This design comes from an exercise in tuning for small area and a short achievable clock period on the open sky130 flow, not from production work.
In this exercise RTL edits were held to simulation tests only and were not proved equivalent to the original.
Power and IR drop assume default switching activity.

== juniper ==
==> flow/design.v (excerpt) <==
module pwm_sched (
    input  wire        clk,
    input  wire        rst,         
    input  wire        tick,        
    input  wire        fault,       
    input  wire        cmd_valid,
    input  wire [31:0] cmd,
    output reg         rsp_valid,
    output reg         rsp_err,
    output wire [31:0] rsp_data,
    output wire [17:0] pwm_out
);
For scale: roughly 9300 cells after synthesis, about 930 flip-flops, ~89 I/O pins, roughly 0.069 sq mm of cells after synthesis.
Settings: LEC_CHECK=0, CAP_MARGIN=20, CORE_MARGIN=2, CORE_UTILIZATION=35, CTS_BUF_LIST=sky130_fd_sc_hd__clkbuf_8, CTS_CLUSTER_DIAMETER=60, CTS_CLUSTER_SIZE=14, PLACE_DENSITY=0.5, SLEW_MARGIN=20; clock period 100.0 ns.
standard.sh (not shown) runs the stock make flow with config.mk's settings and CLKGATE_MAP_FILE= SYNTH_SCRIPT=/design/flow/synth_recipe.tcl, a recipe that flattens the netlist after the stock synthesis.
==> flow/flow/run.sh <==
#!/bin/bash
# Own layout flow: the standard layout (standard.sh) with the synthesis
# step of flow/synth.tcl (ABC script below, adders left to ABC), and the
# port buffers made of buf_4 cells. Each tool's output is in orfs/logs;
# make's own output goes to flow_make.log in the work folder.
set -euo pipefail
W=$(cd "$(dirname "$0")/.." && pwd)
D=6000
printf 'strash\ndch\nmap -D %s\nstrash\ndch\nmap -D %s\ntopo\nstime -c\nbuffer -c\nupsize -c -D %s\ndnsize -c -D %s\nstime -c\n' $D $D $D $D > "$W/abc.script"
export MY_ABC_SCRIPT="$W/abc.script"
export MY_ABC_D=$D
bash "$W/standard.sh" SYNTH_SCRIPT="$W/flow/synth.tcl" ADDER_MAP_FILE= \
  BUFFER_PORTS_ARGS="-buffer_cell sky130_fd_sc_hd__buf_4" finish > "$W/flow_make.log" 2>&1
==> flow/flow/synth.tcl <==
proc synth {args} { yosys synth -nofsm -noshare {*}$args }
proc abc {args} {
  set rest {}
  set i 0
  while {$i < [llength $args]} {
    set a [lindex $args $i]
    if {$a eq "-script" || $a eq "-D"} { incr i 2; continue }
    lappend rest $a
    incr i
  }
  yosys abc -script $::env(MY_ABC_SCRIPT) -D $::env(MY_ABC_D) {*}$rest
}
source $::env(SCRIPTS_DIR)/synth.tcl
# left out here: clear keep_hierarchy, flatten, clean up, hide names made inside functions, write 1_2_yosys.v
Setup changes, juniper to amber
- a change of CTS_CLUSTER_SIZE from 14 to 12
==> flow/flow/run.sh <==
#!/bin/bash
# Own layout flow: the standard layout (standard.sh) with the synthesis
# step of flow/synth.tcl (ABC script below (no buffering pass), adders left to ABC), and the
# port buffers made of buf_4 cells. Each tool's output is in orfs/logs;
# make's own output goes to flow_make.log in the work folder.
set -euo pipefail
W=$(cd "$(dirname "$0")/.." && pwd)
D=6000
printf 'strash\ndch\nmap -D %s\nstrash\ndch\nmap -D %s\ntopo\nstime -c\nupsize -c -D %s\ndnsize -c -D %s\nstime -c\n' $D $D $D $D > "$W/abc.script"
export MY_ABC_SCRIPT="$W/abc.script"
export MY_ABC_D=$D
bash "$W/standard.sh" SYNTH_SCRIPT="$W/flow/synth.tcl" ADDER_MAP_FILE= \
  BUFFER_PORTS_ARGS="-buffer_cell sky130_fd_sc_hd__buf_4" finish > "$W/flow_make.log" 2>&1
## What came out
- Summary of amber over juniper: buffer count excluding the clock tree in the final layout rose by 11, setup slack fell by 0.28 ns.
- Diff juniper -> amber: final area was more or less identical, layout sequential cell count was more or less identical.
- amber completed every stage of the flow, and the final layout passed the timing, design-rule and antenna checks.
Modified inputs, garnet compared to amber
-- flow/flow/run.sh --
<<< amber, line 6
set -euo pipefail
W=$(cd "$(dirname "$0")/.." && pwd)
D=6000
printf 'strash\ndch\nmap -D %s\nstrash\ndch\nmap -D %s\ntopo\nstime -c\nupsize -c -D %s\ndnsize -c -D %s\nstime -c\n' $D $D $D $D > "$W/abc.script"
export MY_ABC_SCRIPT="$W/abc.script"
>>> garnet, line 6
set -euo pipefail
W=$(cd "$(dirname "$0")/.." && pwd)
D=7000
printf 'strash\ndch\nmap -D %s\nstrash\ndch\nmap -D %s\ntopo\nstime -c\nupsize -c -D %s\ndnsize -c -D %s\nstime -c\n' $D $D $D $D > "$W/abc.script"
export MY_ABC_SCRIPT="$W/abc.script"
==> comparison <==
garnet: PASS, flow complete, no timing, DRC or antenna violations
[compare] base=amber new=garnet: part of the cycle the worst path needs decreased by 0.21 points relative to the old numbers, number of nets in the final layout decreased by 5.9% relative to the old numbers.
garnet vs. amber: share of total power in combinational logic went down by 0.3 points.
amber → garnet: number of global-route vias before repair shows a reduction of about 4.5%, wire length of the first global-routing pass shrank by 4.1%.
Fill cell total of the finished layout: garnet vs amber down 523
[inputs] lagoon vs garnet
- changing CTS_CLUSTER_SIZE from 12 to 14
==> flow/flow/run.sh <==
#!/bin/bash
# Own layout flow: the standard layout (standard.sh) with the synthesis
# step of flow/synth.tcl (ABC script below, adders left to ABC), and the
# port buffers made of buf_4 cells. Each tool's output is in orfs/logs;
# make's own output goes to flow_make.log in the work folder.
set -euo pipefail
W=$(cd "$(dirname "$0")/.." && pwd)
D=7000
printf 'strash\ndch\nmap -D %s\nstrash\ndch\nmap -D %s\ntopo\nstime -c\nbuffer -c\nupsize -c -D %s\ndnsize -c -D %s\nstime -c\n' $D $D $D $D > "$W/abc.script"
export MY_ABC_SCRIPT="$W/abc.script"
export MY_ABC_D=$D
bash "$W/standard.sh" SYNTH_SCRIPT="$W/flow/synth.tcl" ADDER_MAP_FILE= \
  BUFFER_PORTS_ARGS="-buffer_cell sky130_fd_sc_hd__buf_4" finish > "$W/flow_make.log" 2>&1
Notes after the runs:
- Both conditions hold for lagoon: the flow ran to the end and the final layout passed the timing, design-rule and antenna checks.
- lagoon vs garnet: share of cell area taken by flip-flops and latches up
- garnet was routed with more vias than lagoon.
- Share of total power in combinational logic on lagoon is down relative to garnet.
- Sort garnet and lagoon by number of global-route vias before repair asc -> top: lagoon
- In lagoon the area growth from synthesis to layout turned out 3.2 points lower than in garnet.
- Cmp garnet and lagoon / global-route wire length before repair / higher: garnet
- Compared with garnet, in lagoon row count rose 2, critical path depth fell 4.
- The worst setup path startpoint comes out rsp_q[3] in one run and rsp_q[16] in the other, namely in lagoon and garnet respectively.
- Of the two values seen for endpoint of the most critical setup path, rsp_data[1] was produced by garnet and rsp_data[0] by lagoon.
> inputs changed (lagoon -> raven)
- CTS_CLUSTER_SIZE: 14 -> 12
Notes after the runs:
- Looking at raven and lagoon, the cell area is a wash.
- Of raven and lagoon, the lower clock skew belongs to raven.
- | combined global-route utilization of all metal layers | raven vs lagoon | ≈ equal |
- In terms of final net count, raven and lagoon differ only marginally.
> inputs changed (raven -> zinc)
- PLACE_DENSITY: 0.5 -> 0.55
- CORE_UTILIZATION: 35 -> 40
==> flow/flow/run.sh <==
#!/bin/bash
# Own layout flow: the standard layout (standard.sh) with the synthesis
# step of flow/synth.tcl (ABC script below (no buffering pass), adders left to ABC), and the
# port buffers made of buf_4 cells. Each tool's output is in orfs/logs;
# make's own output goes to flow_make.log in the work folder.
set -euo pipefail
W=$(cd "$(dirname "$0")/.." && pwd)
D=7000
printf 'strash\ndch\nmap -D %s\nstrash\ndch\nmap -D %s\ntopo\nstime -c\nupsize -c -D %s\ndnsize -c -D %s\nstime -c\n' $D $D $D $D > "$W/abc.script"
export MY_ABC_SCRIPT="$W/abc.script"
export MY_ABC_D=$D
bash "$W/standard.sh" SYNTH_SCRIPT="$W/flow/synth.tcl" ADDER_MAP_FILE= \
  BUFFER_PORTS_ARGS="-buffer_cell sky130_fd_sc_hd__buf_4" finish > "$W/flow_make.log" 2>&1
[summary]
Of raven and zinc, raven shows the higher height of the die, with zinc below it.
Going from raven to zinc, detailed-routing wirelength on met1 decreased about 16%; proportion of synthesized chip area in sequential cells increased 0.83 points; clock network power decreased about 3%.
zinc vs. raven: number of nets produced by synthesis went down by 4.3%, fraction of synthesized area in multiplexers was more or less identical.

-- static timing again, ports no longer ideal --
The flow's constraints put no driver on any port. The routed layouts listed below were extracted and timed again, unchanged, in two steps.
Step 1, drivers: a clkbuf_16 drives clk and a buf_2 each remaining input, both assumed.
Step 2 also shifts input and output timing later by t, the mid clock arrival at the registers, as if the neighbouring blocks saw the same clock.
Three values: ideal ports, drivers, drivers and shift; two values: the first two.
run	t, ns	slack for setup (ns)	clock arrival spread, ns
juniper	1.040	68.922 / 68.825 / 69.374	0.110 / 0.110
amber	1.026	68.643 / 68.549 / 68.860	0.113 / 0.113
garnet	1.034	68.853 / 68.768 / 69.548	0.118 / 0.117
lagoon	1.053	68.494 / 68.401 / 69.036	0.121 / 0.122
raven	1.041	68.533 / 68.442 / 69.038	0.115 / 0.114
zinc	1.056	69.045 / 68.953 / 69.431	0.098 / 0.097
After both steps setup and hold are still met in every run listed.
